Context: an optimization exercise on an open-source flow, tuned for small area, a short achievable clock period and few clock cycles per item. The choices shown serve that exercise and are no tape-out recipe. Function was checked by simulation only, so behaviour that the tests miss may differ from the original.

==> 12-24 <==
==> flow/design.v (excerpt) <==
module bcc_block (
  input  wire         clk,
  input  wire         rst,           
  input  wire         in_valid,
  output wire         in_ready,
  input  wire         in_decrypt,    
  input  wire [4:0]   in_keylen,     
  input  wire [127:0] in_key,
  input  wire [63:0]  in_block,
  output wire         out_valid,
  input  wire         out_ready,
  output wire [63:0]  out_block
);
export LEC_CHECK = 0
export CAP_MARGIN = 20
export CORE_MARGIN = 2
export CORE_UTILIZATION = 65
export CTS_BUF_LIST = sky130_fd_sc_hd__clkbuf_4 sky130_fd_sc_hd__clkbuf_8
export SLEW_MARGIN = 20
create_clock -name core_clock -period 12.0 [get_ports {clk}]
standard.sh (not shown) runs the stock make flow with config.mk's settings and CLKGATE_MAP_FILE= SYNTH_SCRIPT=/design/flow/synth_recipe.tcl, a recipe that flattens the netlist after the stock synthesis.
==> flow/flow/run.sh <==
#!/bin/bash
bash standard.sh "BUFFER_PORTS_ARGS=-buffer_cell sky130_fd_sc_hd__buf_1" SETUP_SLACK_MARGIN=6.9 finish > flow_make.log 2>&1
==> inputs of 08-15, as changes to 12-24 <==
--- a/flow/design.v
+++ b/flow/design.v
@@ -36,12 +36,12 @@
   reg [63:0] k2;
   reg        v3;
   reg        d3;
   reg [63:0] x3;
   reg [63:0] k3;
-  wire stall = ~out_ready;
-  assign in_ready  = out_ready;
+  wire stall = v3 & ~out_ready;
+  assign in_ready  = ~stall;
   assign out_valid = v3;
   reg [63:0] ek;
   always @* begin
     ek[7:0] = in_key[7:0];
     case (in_keylen)
@@ -125,12 +125,10 @@
   wire [7:0] p10 = (in_block[39:32] ^ in_block[23:16]);
   assign u3[55:48] = {p10[6:0], p10[7:7]};
   wire [7:0] p11 = (in_block[31:24] ^ in_block[39:32]);
   assign u3[63:56] = p11;
   wire [63:0] x12 = in_decrypt ? u3 : w2;
-  reg        e0;    
-  always @(posedge clk) if (~stall) e0 <= ~in_decrypt;
   always @(posedge clk) begin
     if (rst) v0 <= 1'b0;
     else if (~stall) v0 <= in_valid;
     if (~stall) begin
       d0 <= in_decrypt;
@@ -171,18 +169,18 @@
   assign w38[39:32] = add8(x0[39:32], 8'd212);
   assign w38[47:40] = add8(x0[47:40], 8'd203);
   assign w38[55:48] = add8(x0[55:48], 8'd192);
   assign w38[63:56] = add8(x0[63:56], 8'd179);
   wire [63:0] s39;
-  assign s39[7:0] = add8(k0[7:0], (e0 ? 8'd1 : 8'd4));
-  assign s39[15:8] = add8(k0[15:8], (e0 ? 8'd1 : 8'd4));
-  assign s39[23:16] = add8(k0[23:16], (e0 ? 8'd1 : 8'd4));
-  assign s39[31:24] = add8(k0[31:24], (e0 ? 8'd1 : 8'd4));
-  assign s39[39:32] = add8(k0[39:32], (e0 ? 8'd1 : 8'd4));
-  assign s39[47:40] = add8(k0[47:40], (e0 ? 8'd1 : 8'd4));
-  assign s39[55:48] = add8(k0[55:48], (e0 ? 8'd1 : 8'd4));
-  assign s39[63:56] = add8(k0[63:56], (e0 ? 8'd1 : 8'd4));
+  assign s39[7:0] = add8(k0[7:0], (d0 ? 8'd4 : 8'd1));
+  assign s39[15:8] = add8(k0[15:8], (d0 ? 8'd4 : 8'd1));
+  assign s39[23:16] = add8(k0[23:16], (d0 ? 8'd4 : 8'd1));
+  assign s39[31:24] = add8(k0[31:24], (d0 ? 8'd4 : 8'd1));
+  assign s39[39:32] = add8(k0[39:32], (d0 ? 8'd4 : 8'd1));
+  assign s39[47:40] = add8(k0[47:40], (d0 ? 8'd4 : 8'd1));
+  assign s39[55:48] = add8(k0[55:48], (d0 ? 8'd4 : 8'd1));
+  assign s39[63:56] = add8(k0[63:56], (d0 ? 8'd4 : 8'd1));
   wire [63:0] w40;
   assign w40[7:0] = m37[7:0] ^ s39[7:0];
   assign w40[15:8] = m37[15:8] ^ s39[15:8];
   assign w40[23:16] = m37[23:16] ^ s39[23:16];
   assign w40[31:24] = m37[31:24] ^ s39[31:24];
@@ -258,30 +256,28 @@
   assign w77[39:32] = add8(u43[39:32], 8'd219);
   assign w77[47:40] = add8(u43[47:40], 8'd210);
   assign w77[55:48] = add8(u43[55:48], 8'd199);
   assign w77[63:56] = add8(u43[63:56], 8'd186);
   wire [63:0] s78;
-  assign s78[7:0] = add8(k0[7:0], (e0 ? 8'd2 : 8'd3));
-  assign s78[15:8] = add8(k0[15:8], (e0 ? 8'd2 : 8'd3));
-  assign s78[23:16] = add8(k0[23:16], (e0 ? 8'd2 : 8'd3));
-  assign s78[31:24] = add8(k0[31:24], (e0 ? 8'd2 : 8'd3));
-  assign s78[39:32] = add8(k0[39:32], (e0 ? 8'd2 : 8'd3));
-  assign s78[47:40] = add8(k0[47:40], (e0 ? 8'd2 : 8'd3));
-  assign s78[55:48] = add8(k0[55:48], (e0 ? 8'd2 : 8'd3));
-  assign s78[63:56] = add8(k0[63:56], (e0 ? 8'd2 : 8'd3));
+  assign s78[7:0] = add8(k0[7:0], (d0 ? 8'd3 : 8'd2));
+  assign s78[15:8] = add8(k0[15:8], (d0 ? 8'd3 : 8'd2));
+  assign s78[23:16] = add8(k0[23:16], (d0 ? 8'd3 : 8'd2));
+  assign s78[31:24] = add8(k0[31:24], (d0 ? 8'd3 : 8'd2));
+  assign s78[39:32] = add8(k0[39:32], (d0 ? 8'd3 : 8'd2));
+  assign s78[47:40] = add8(k0[47:40], (d0 ? 8'd3 : 8'd2));
+  assign s78[55:48] = add8(k0[55:48], (d0 ? 8'd3 : 8'd2));
+  assign s78[63:56] = add8(k0[63:56], (d0 ? 8'd3 : 8'd2));
   wire [63:0] x79 = d0 ? w77 : m76;
   wire [63:0] w80;
   assign w80[7:0] = x79[7:0] ^ s78[7:0];
   assign w80[15:8] = x79[15:8] ^ s78[15:8];
   assign w80[23:16] = x79[23:16] ^ s78[23:16];
   assign w80[31:24] = x79[31:24] ^ s78[31:24];
   assign w80[39:32] = x79[39:32] ^ s78[39:32];
   assign w80[47:40] = x79[47:40] ^ s78[47:40];
   assign w80[55:48] = x79[55:48] ^ s78[55:48];
   assign w80[63:56] = x79[63:56] ^ s78[63:56];
-  reg        e1;    
-  always @(posedge clk) if (~stall) e1 <= ~d0;
   always @(posedge clk) begin
     if (rst) v1 <= 1'b0;
     else if (~stall) v1 <= v0;
     if (~stall) begin
       d1 <= d0;
@@ -348,18 +344,18 @@
   assign w116[39:32] = add8(u82[39:32], 8'd226);
   assign w116[47:40] = add8(u82[47:40], 8'd217);
   assign w116[55:48] = add8(u82[55:48], 8'd206);
   assign w116[63:56] = add8(u82[63:56], 8'd193);
   wire [63:0] s117;
-  assign s117[7:0] = add8(k1[7:0], (e1 ? 8'd3 : 8'd2));
-  assign s117[15:8] = add8(k1[15:8], (e1 ? 8'd3 : 8'd2));
-  assign s117[23:16] = add8(k1[23:16], (e1 ? 8'd3 : 8'd2));
-  assign s117[31:24] = add8(k1[31:24], (e1 ? 8'd3 : 8'd2));
-  assign s117[39:32] = add8(k1[39:32], (e1 ? 8'd3 : 8'd2));
-  assign s117[47:40] = add8(k1[47:40], (e1 ? 8'd3 : 8'd2));
-  assign s117[55:48] = add8(k1[55:48], (e1 ? 8'd3 : 8'd2));
-  assign s117[63:56] = add8(k1[63:56], (e1 ? 8'd3 : 8'd2));
+  assign s117[7:0] = add8(k1[7:0], (d1 ? 8'd2 : 8'd3));
+  assign s117[15:8] = add8(k1[15:8], (d1 ? 8'd2 : 8'd3));
+  assign s117[23:16] = add8(k1[23:16], (d1 ? 8'd2 : 8'd3));
+  assign s117[31:24] = add8(k1[31:24], (d1 ? 8'd2 : 8'd3));
+  assign s117[39:32] = add8(k1[39:32], (d1 ? 8'd2 : 8'd3));
+  assign s117[47:40] = add8(k1[47:40], (d1 ? 8'd2 : 8'd3));
+  assign s117[55:48] = add8(k1[55:48], (d1 ? 8'd2 : 8'd3));
+  assign s117[63:56] = add8(k1[63:56], (d1 ? 8'd2 : 8'd3));
   wire [63:0] w118;
   assign w118[7:0] = m115[7:0] ^ s117[7:0];
   assign w118[15:8] = m115[15:8] ^ s117[15:8];
   assign w118[23:16] = m115[23:16] ^ s117[23:16];
   assign w118[31:24] = m115[31:24] ^ s117[31:24];
@@ -401,12 +397,10 @@
   wire [7:0] p128 = (w119[39:32] ^ w119[23:16]);
   assign u121[55:48] = {p128[6:0], p128[7:7]};
   wire [7:0] p129 = (w119[31:24] ^ w119[39:32]);
   assign u121[63:56] = p129;
   wire [63:0] x130 = d1 ? u121 : w120;
-  reg        e2;    
-  always @(posedge clk) if (~stall) e2 <= ~d1;
   always @(posedge clk) begin
     if (rst) v2 <= 1'b0;
     else if (~stall) v2 <= v1;
     if (~stall) begin
       d2 <= d1;
@@ -447,18 +441,18 @@
   assign w156[39:32] = add8(x2[39:32], 8'd233);
   assign w156[47:40] = add8(x2[47:40], 8'd224);
   assign w156[55:48] = add8(x2[55:48], 8'd213);
   assign w156[63:56] = add8(x2[63:56], 8'd200);
   wire [63:0] s157;
-  assign s157[7:0] = add8(k2[7:0], (e2 ? 8'd4 : 8'd1));
-  assign s157[15:8] = add8(k2[15:8], (e2 ? 8'd4 : 8'd1));
-  assign s157[23:16] = add8(k2[23:16], (e2 ? 8'd4 : 8'd1));
-  assign s157[31:24] = add8(k2[31:24], (e2 ? 8'd4 : 8'd1));
-  assign s157[39:32] = add8(k2[39:32], (e2 ? 8'd4 : 8'd1));
-  assign s157[47:40] = add8(k2[47:40], (e2 ? 8'd4 : 8'd1));
-  assign s157[55:48] = add8(k2[55:48], (e2 ? 8'd4 : 8'd1));
-  assign s157[63:56] = add8(k2[63:56], (e2 ? 8'd4 : 8'd1));
+  assign s157[7:0] = add8(k2[7:0], (d2 ? 8'd1 : 8'd4));
+  assign s157[15:8] = add8(k2[15:8], (d2 ? 8'd1 : 8'd4));
+  assign s157[23:16] = add8(k2[23:16], (d2 ? 8'd1 : 8'd4));
+  assign s157[31:24] = add8(k2[31:24], (d2 ? 8'd1 : 8'd4));
+  assign s157[39:32] = add8(k2[39:32], (d2 ? 8'd1 : 8'd4));
+  assign s157[47:40] = add8(k2[47:40], (d2 ? 8'd1 : 8'd4));
+  assign s157[55:48] = add8(k2[55:48], (d2 ? 8'd1 : 8'd4));
+  assign s157[63:56] = add8(k2[63:56], (d2 ? 8'd1 : 8'd4));
   wire [63:0] w158;
   assign w158[7:0] = m155[7:0] ^ s157[7:0];
   assign w158[15:8] = m155[15:8] ^ s157[15:8];
   assign w158[23:16] = m155[23:16] ^ s157[23:16];
   assign w158[31:24] = m155[31:24] ^ s157[31:24];
@@ -543,12 +537,10 @@
   assign w196[39:32] = w195[39:32] ^ k2[39:32];
   assign w196[47:40] = w195[47:40] ^ k2[47:40];
   assign w196[55:48] = w195[55:48] ^ k2[55:48];
   assign w196[63:56] = w195[63:56] ^ k2[63:56];
   wire [63:0] o197 = d2 ? w196 : m194;
-  reg        e3;    
-  always @(posedge clk) if (~stall) e3 <= ~d2;
   always @(posedge clk) begin
     if (rst) v3 <= 1'b0;
     else if (~stall) v3 <= v2;
     if (~stall) begin
       d3 <= d2;
==> flow/flow/run.sh (replaced) <==
#!/bin/bash
bash standard.sh SETUP_SLACK_MARGIN=6.7 finish > flow_make.log 2>&1
==> flow/config.mk (replaced) <==
export PLATFORM = sky130hd
export DESIGN_NAME = bcc_block
export DESIGN_NICKNAME = bcc_block
export VERILOG_FILES = /design/flow/design.v
export SDC_FILE = /design/flow/constraint.sdc
export NUM_CORES = 4
export LEC_CHECK = 0
export CAP_MARGIN = 20
export CORE_MARGIN = 2
export CORE_UTILIZATION = 40
export SLEW_MARGIN = 20
==> inputs of 11-20, as changes to 12-24 <==
--- a/flow/design.v
+++ b/flow/design.v
@@ -125,12 +125,10 @@
   wire [7:0] p10 = (in_block[39:32] ^ in_block[23:16]);
   assign u3[55:48] = {p10[6:0], p10[7:7]};
   wire [7:0] p11 = (in_block[31:24] ^ in_block[39:32]);
   assign u3[63:56] = p11;
   wire [63:0] x12 = in_decrypt ? u3 : w2;
-  reg        e0;    
-  always @(posedge clk) if (~stall) e0 <= ~in_decrypt;
   always @(posedge clk) begin
     if (rst) v0 <= 1'b0;
     else if (~stall) v0 <= in_valid;
     if (~stall) begin
       d0 <= in_decrypt;
@@ -171,18 +169,18 @@
   assign w38[39:32] = add8(x0[39:32], 8'd212);
   assign w38[47:40] = add8(x0[47:40], 8'd203);
   assign w38[55:48] = add8(x0[55:48], 8'd192);
   assign w38[63:56] = add8(x0[63:56], 8'd179);
   wire [63:0] s39;
-  assign s39[7:0] = add8(k0[7:0], (e0 ? 8'd1 : 8'd4));
-  assign s39[15:8] = add8(k0[15:8], (e0 ? 8'd1 : 8'd4));
-  assign s39[23:16] = add8(k0[23:16], (e0 ? 8'd1 : 8'd4));
-  assign s39[31:24] = add8(k0[31:24], (e0 ? 8'd1 : 8'd4));
-  assign s39[39:32] = add8(k0[39:32], (e0 ? 8'd1 : 8'd4));
-  assign s39[47:40] = add8(k0[47:40], (e0 ? 8'd1 : 8'd4));
-  assign s39[55:48] = add8(k0[55:48], (e0 ? 8'd1 : 8'd4));
-  assign s39[63:56] = add8(k0[63:56], (e0 ? 8'd1 : 8'd4));
+  assign s39[7:0] = k0[7:0] + (d0 ? 8'd4 : 8'd1);
+  assign s39[15:8] = k0[15:8] + (d0 ? 8'd4 : 8'd1);
+  assign s39[23:16] = k0[23:16] + (d0 ? 8'd4 : 8'd1);
+  assign s39[31:24] = k0[31:24] + (d0 ? 8'd4 : 8'd1);
+  assign s39[39:32] = k0[39:32] + (d0 ? 8'd4 : 8'd1);
+  assign s39[47:40] = k0[47:40] + (d0 ? 8'd4 : 8'd1);
+  assign s39[55:48] = k0[55:48] + (d0 ? 8'd4 : 8'd1);
+  assign s39[63:56] = k0[63:56] + (d0 ? 8'd4 : 8'd1);
   wire [63:0] w40;
   assign w40[7:0] = m37[7:0] ^ s39[7:0];
   assign w40[15:8] = m37[15:8] ^ s39[15:8];
   assign w40[23:16] = m37[23:16] ^ s39[23:16];
   assign w40[31:24] = m37[31:24] ^ s39[31:24];
@@ -258,30 +256,28 @@
   assign w77[39:32] = add8(u43[39:32], 8'd219);
   assign w77[47:40] = add8(u43[47:40], 8'd210);
   assign w77[55:48] = add8(u43[55:48], 8'd199);
   assign w77[63:56] = add8(u43[63:56], 8'd186);
   wire [63:0] s78;
-  assign s78[7:0] = add8(k0[7:0], (e0 ? 8'd2 : 8'd3));
-  assign s78[15:8] = add8(k0[15:8], (e0 ? 8'd2 : 8'd3));
-  assign s78[23:16] = add8(k0[23:16], (e0 ? 8'd2 : 8'd3));
-  assign s78[31:24] = add8(k0[31:24], (e0 ? 8'd2 : 8'd3));
-  assign s78[39:32] = add8(k0[39:32], (e0 ? 8'd2 : 8'd3));
-  assign s78[47:40] = add8(k0[47:40], (e0 ? 8'd2 : 8'd3));
-  assign s78[55:48] = add8(k0[55:48], (e0 ? 8'd2 : 8'd3));
-  assign s78[63:56] = add8(k0[63:56], (e0 ? 8'd2 : 8'd3));
+  assign s78[7:0] = k0[7:0] + (d0 ? 8'd3 : 8'd2);
+  assign s78[15:8] = k0[15:8] + (d0 ? 8'd3 : 8'd2);
+  assign s78[23:16] = k0[23:16] + (d0 ? 8'd3 : 8'd2);
+  assign s78[31:24] = k0[31:24] + (d0 ? 8'd3 : 8'd2);
+  assign s78[39:32] = k0[39:32] + (d0 ? 8'd3 : 8'd2);
+  assign s78[47:40] = k0[47:40] + (d0 ? 8'd3 : 8'd2);
+  assign s78[55:48] = k0[55:48] + (d0 ? 8'd3 : 8'd2);
+  assign s78[63:56] = k0[63:56] + (d0 ? 8'd3 : 8'd2);
   wire [63:0] x79 = d0 ? w77 : m76;
   wire [63:0] w80;
   assign w80[7:0] = x79[7:0] ^ s78[7:0];
   assign w80[15:8] = x79[15:8] ^ s78[15:8];
   assign w80[23:16] = x79[23:16] ^ s78[23:16];
   assign w80[31:24] = x79[31:24] ^ s78[31:24];
   assign w80[39:32] = x79[39:32] ^ s78[39:32];
   assign w80[47:40] = x79[47:40] ^ s78[47:40];
   assign w80[55:48] = x79[55:48] ^ s78[55:48];
   assign w80[63:56] = x79[63:56] ^ s78[63:56];
-  reg        e1;    
-  always @(posedge clk) if (~stall) e1 <= ~d0;
   always @(posedge clk) begin
     if (rst) v1 <= 1'b0;
     else if (~stall) v1 <= v0;
     if (~stall) begin
       d1 <= d0;
@@ -348,18 +344,18 @@
   assign w116[39:32] = add8(u82[39:32], 8'd226);
   assign w116[47:40] = add8(u82[47:40], 8'd217);
   assign w116[55:48] = add8(u82[55:48], 8'd206);
   assign w116[63:56] = add8(u82[63:56], 8'd193);
   wire [63:0] s117;
-  assign s117[7:0] = add8(k1[7:0], (e1 ? 8'd3 : 8'd2));
-  assign s117[15:8] = add8(k1[15:8], (e1 ? 8'd3 : 8'd2));
-  assign s117[23:16] = add8(k1[23:16], (e1 ? 8'd3 : 8'd2));
-  assign s117[31:24] = add8(k1[31:24], (e1 ? 8'd3 : 8'd2));
-  assign s117[39:32] = add8(k1[39:32], (e1 ? 8'd3 : 8'd2));
-  assign s117[47:40] = add8(k1[47:40], (e1 ? 8'd3 : 8'd2));
-  assign s117[55:48] = add8(k1[55:48], (e1 ? 8'd3 : 8'd2));
-  assign s117[63:56] = add8(k1[63:56], (e1 ? 8'd3 : 8'd2));
+  assign s117[7:0] = k1[7:0] + (d1 ? 8'd2 : 8'd3);
+  assign s117[15:8] = k1[15:8] + (d1 ? 8'd2 : 8'd3);
+  assign s117[23:16] = k1[23:16] + (d1 ? 8'd2 : 8'd3);
+  assign s117[31:24] = k1[31:24] + (d1 ? 8'd2 : 8'd3);
+  assign s117[39:32] = k1[39:32] + (d1 ? 8'd2 : 8'd3);
+  assign s117[47:40] = k1[47:40] + (d1 ? 8'd2 : 8'd3);
+  assign s117[55:48] = k1[55:48] + (d1 ? 8'd2 : 8'd3);
+  assign s117[63:56] = k1[63:56] + (d1 ? 8'd2 : 8'd3);
   wire [63:0] w118;
   assign w118[7:0] = m115[7:0] ^ s117[7:0];
   assign w118[15:8] = m115[15:8] ^ s117[15:8];
   assign w118[23:16] = m115[23:16] ^ s117[23:16];
   assign w118[31:24] = m115[31:24] ^ s117[31:24];
@@ -401,12 +397,10 @@
   wire [7:0] p128 = (w119[39:32] ^ w119[23:16]);
   assign u121[55:48] = {p128[6:0], p128[7:7]};
   wire [7:0] p129 = (w119[31:24] ^ w119[39:32]);
   assign u121[63:56] = p129;
   wire [63:0] x130 = d1 ? u121 : w120;
-  reg        e2;    
-  always @(posedge clk) if (~stall) e2 <= ~d1;
   always @(posedge clk) begin
     if (rst) v2 <= 1'b0;
     else if (~stall) v2 <= v1;
     if (~stall) begin
       d2 <= d1;
@@ -447,18 +441,18 @@
   assign w156[39:32] = add8(x2[39:32], 8'd233);
   assign w156[47:40] = add8(x2[47:40], 8'd224);
   assign w156[55:48] = add8(x2[55:48], 8'd213);
   assign w156[63:56] = add8(x2[63:56], 8'd200);
   wire [63:0] s157;
-  assign s157[7:0] = add8(k2[7:0], (e2 ? 8'd4 : 8'd1));
-  assign s157[15:8] = add8(k2[15:8], (e2 ? 8'd4 : 8'd1));
-  assign s157[23:16] = add8(k2[23:16], (e2 ? 8'd4 : 8'd1));
-  assign s157[31:24] = add8(k2[31:24], (e2 ? 8'd4 : 8'd1));
-  assign s157[39:32] = add8(k2[39:32], (e2 ? 8'd4 : 8'd1));
-  assign s157[47:40] = add8(k2[47:40], (e2 ? 8'd4 : 8'd1));
-  assign s157[55:48] = add8(k2[55:48], (e2 ? 8'd4 : 8'd1));
-  assign s157[63:56] = add8(k2[63:56], (e2 ? 8'd4 : 8'd1));
+  assign s157[7:0] = k2[7:0] + (d2 ? 8'd1 : 8'd4);
+  assign s157[15:8] = k2[15:8] + (d2 ? 8'd1 : 8'd4);
+  assign s157[23:16] = k2[23:16] + (d2 ? 8'd1 : 8'd4);
+  assign s157[31:24] = k2[31:24] + (d2 ? 8'd1 : 8'd4);
+  assign s157[39:32] = k2[39:32] + (d2 ? 8'd1 : 8'd4);
+  assign s157[47:40] = k2[47:40] + (d2 ? 8'd1 : 8'd4);
+  assign s157[55:48] = k2[55:48] + (d2 ? 8'd1 : 8'd4);
+  assign s157[63:56] = k2[63:56] + (d2 ? 8'd1 : 8'd4);
   wire [63:0] w158;
   assign w158[7:0] = m155[7:0] ^ s157[7:0];
   assign w158[15:8] = m155[15:8] ^ s157[15:8];
   assign w158[23:16] = m155[23:16] ^ s157[23:16];
   assign w158[31:24] = m155[31:24] ^ s157[31:24];
@@ -543,12 +537,10 @@
   assign w196[39:32] = w195[39:32] ^ k2[39:32];
   assign w196[47:40] = w195[47:40] ^ k2[47:40];
   assign w196[55:48] = w195[55:48] ^ k2[55:48];
   assign w196[63:56] = w195[63:56] ^ k2[63:56];
   wire [63:0] o197 = d2 ? w196 : m194;
-  reg        e3;    
-  always @(posedge clk) if (~stall) e3 <= ~d2;
   always @(posedge clk) begin
     if (rst) v3 <= 1'b0;
     else if (~stall) v3 <= v2;
     if (~stall) begin
       d3 <= d2;
--- a/flow/config.mk
+++ b/flow/config.mk
@@ -5,8 +5,8 @@
 export SDC_FILE = /design/flow/constraint.sdc
 export NUM_CORES = 4
 export LEC_CHECK = 0
 export CAP_MARGIN = 20
 export CORE_MARGIN = 2
-export CORE_UTILIZATION = 65
+export CORE_UTILIZATION = 60
 export CTS_BUF_LIST = sky130_fd_sc_hd__clkbuf_4 sky130_fd_sc_hd__clkbuf_8
 export SLEW_MARGIN = 20
==> inputs of 11-23, as changes to 12-24 <==
--- a/flow/design.v
+++ b/flow/design.v
@@ -36,12 +36,12 @@
   reg [63:0] k2;
   reg        v3;
   reg        d3;
   reg [63:0] x3;
   reg [63:0] k3;
-  wire stall = ~out_ready;
-  assign in_ready  = out_ready;
+  wire stall = v3 & ~out_ready;
+  assign in_ready  = ~stall;
   assign out_valid = v3;
   reg [63:0] ek;
   always @* begin
     ek[7:0] = in_key[7:0];
     case (in_keylen)
==> flow/flow/run.sh (replaced) <==
#!/bin/bash
bash standard.sh "BUFFER_PORTS_ARGS=-buffer_cell sky130_fd_sc_hd__buf_1" SETUP_SLACK_MARGIN=6.8 finish > flow_make.log 2>&1
==> metrics.md <==
| Metric | Value |
|---|---|
| Antenna violations before repair | 1 |
| Total vias in the final route | between 20000 and 30000 |
| Worst Path Arrival | 5660 ps |
| Root Driver | clkbuf_16 |
| Clock latency on the worst-skew pair | 620 ps |
| Fraction of layout cells with a size suffix above 1 | 0.09645 |
| Sequential cell count | 455 |
| Netlist cell types | 55 |
| Grt met2 use | 0.4801 |
| Fin area | 0.04623 sq mm |
| Fin crit share | 0.4429 |
| Multi-input gate share of total cell area | 0.5501 |
| Status | no timing/DRC/antenna violations |
| Htree depth | 2 |
| R2R setup slack | 6690 ps |
[end of results for 08-15]
==> metrics.md <==
| Metric | Value |
|---|---|
| Status | no timing/DRC/antenna violations |
| Max-Cap Viols | 0 |
| Total vias in the final route | slightly below 30000 |
| Sequential cell count | 455 |
| Root Driver | clkbuf_8 |
| Htree depth | 3 |
| Fin area | roughly 0.046 sq mm |
| Antenna violations before repair | 3 |
| Fraction of layout cells with a size suffix above 1 | 0.1368 |
| Netlist cell types | 55 |
| Worst Path Arrival | 5770 ps |
| Multi-input gate share of total cell area | 0.5800 |
[end of results for 11-20]
==> metrics.md <==
| Metric | Value |
|---|---|
| Status | no timing/DRC/antenna violations |
| Fin crit share | 0.4383 |
| Total vias in the final route | about 29000 |
| R2R setup slack | just under 7000 ps |
| Netlist cell types | 54 |
| Multi-input gate share of total cell area | 0.5706 |
| Grt met2 use | 0.7340 |
| Htree depth | 3 |
| Fraction of layout cells with a size suffix above 1 | 0.1375 |
| Antenna violations before repair | 5 |
| Fin area | 0.04536 sq mm |
| Sequential cell count | 458 |
[end of results for 12-24]
==> metrics.md <==
| Metric | Value |
|---|---|
| R2R setup slack | 6840 ps |
| Fin crit share | 0.4378 |
| Status | no timing/DRC/antenna violations |
| Worst Path Arrival | 5640 ps |
| Htree depth | 3 |
| Root Driver | clkbuf_8 |
| Grt met2 use | 0.7316 |
| Fin area | 0.04522 sq mm |
| Clock latency on the worst-skew pair | 730 ps |
| Fraction of layout cells with a size suffix above 1 | 0.1260 |
| Multi-input gate share of total cell area | 0.5735 |
[end of results for 11-23]
Testbench counts of 12-24, summed over its fixed seeds: cycles 1,632, items 1,600.
Testbench counts of 08-15, summed over its fixed seeds: cycles 1,632, items 1,600.
Testbench counts of 11-20, summed over its fixed seeds: cycles 1,632, items 1,600.
Testbench counts of 11-23, summed over its fixed seeds: cycles 1,632, items 1,600.

[what the ideal ports hide]
How much do the figures lean on ideal ports? The routed layouts below were timed once more, with nothing changed but the port constraints. Step 1 (the two cells are an assumption about what drives the block):
set clk [get_ports {clk}]
set_driving_cell -lib_cell sky130_fd_sc_hd__clkbuf_16 $clk
set_driving_cell -lib_cell sky130_fd_sc_hd__buf_2 [delete_from_list [all_inputs] $clk]
Step 2 times the ports against the registers' clock, not the clock port: input delays grow and output delays shrink by t, the midpoint of the rising clock arrivals with the driver on. a / b / c = ideal ports / drivers / drivers and shift; a / b = the first two.
run | t, ns | setup slack, ns | worst data-port slew with drivers (ns) | cell pins on the clock port's net
12-24 | 0.767 | 6.740 / 6.776 / 6.009 | 0.09 | 1
08-15 | 0.674 | 6.686 / 6.686 / 6.121 | 0.05 | 1
11-20 | 0.764 | 6.634 / 6.639 / 5.875 | 0.15 | 1
11-23 | 0.764 | 6.746 / 6.759 / 5.994 | 0.08 | 1
After both steps every run listed still meets setup and hold. For 11-20, which loses most, drivers alone change the setup slack by +0.005 ns; drivers and shift together by -0.759 ns.
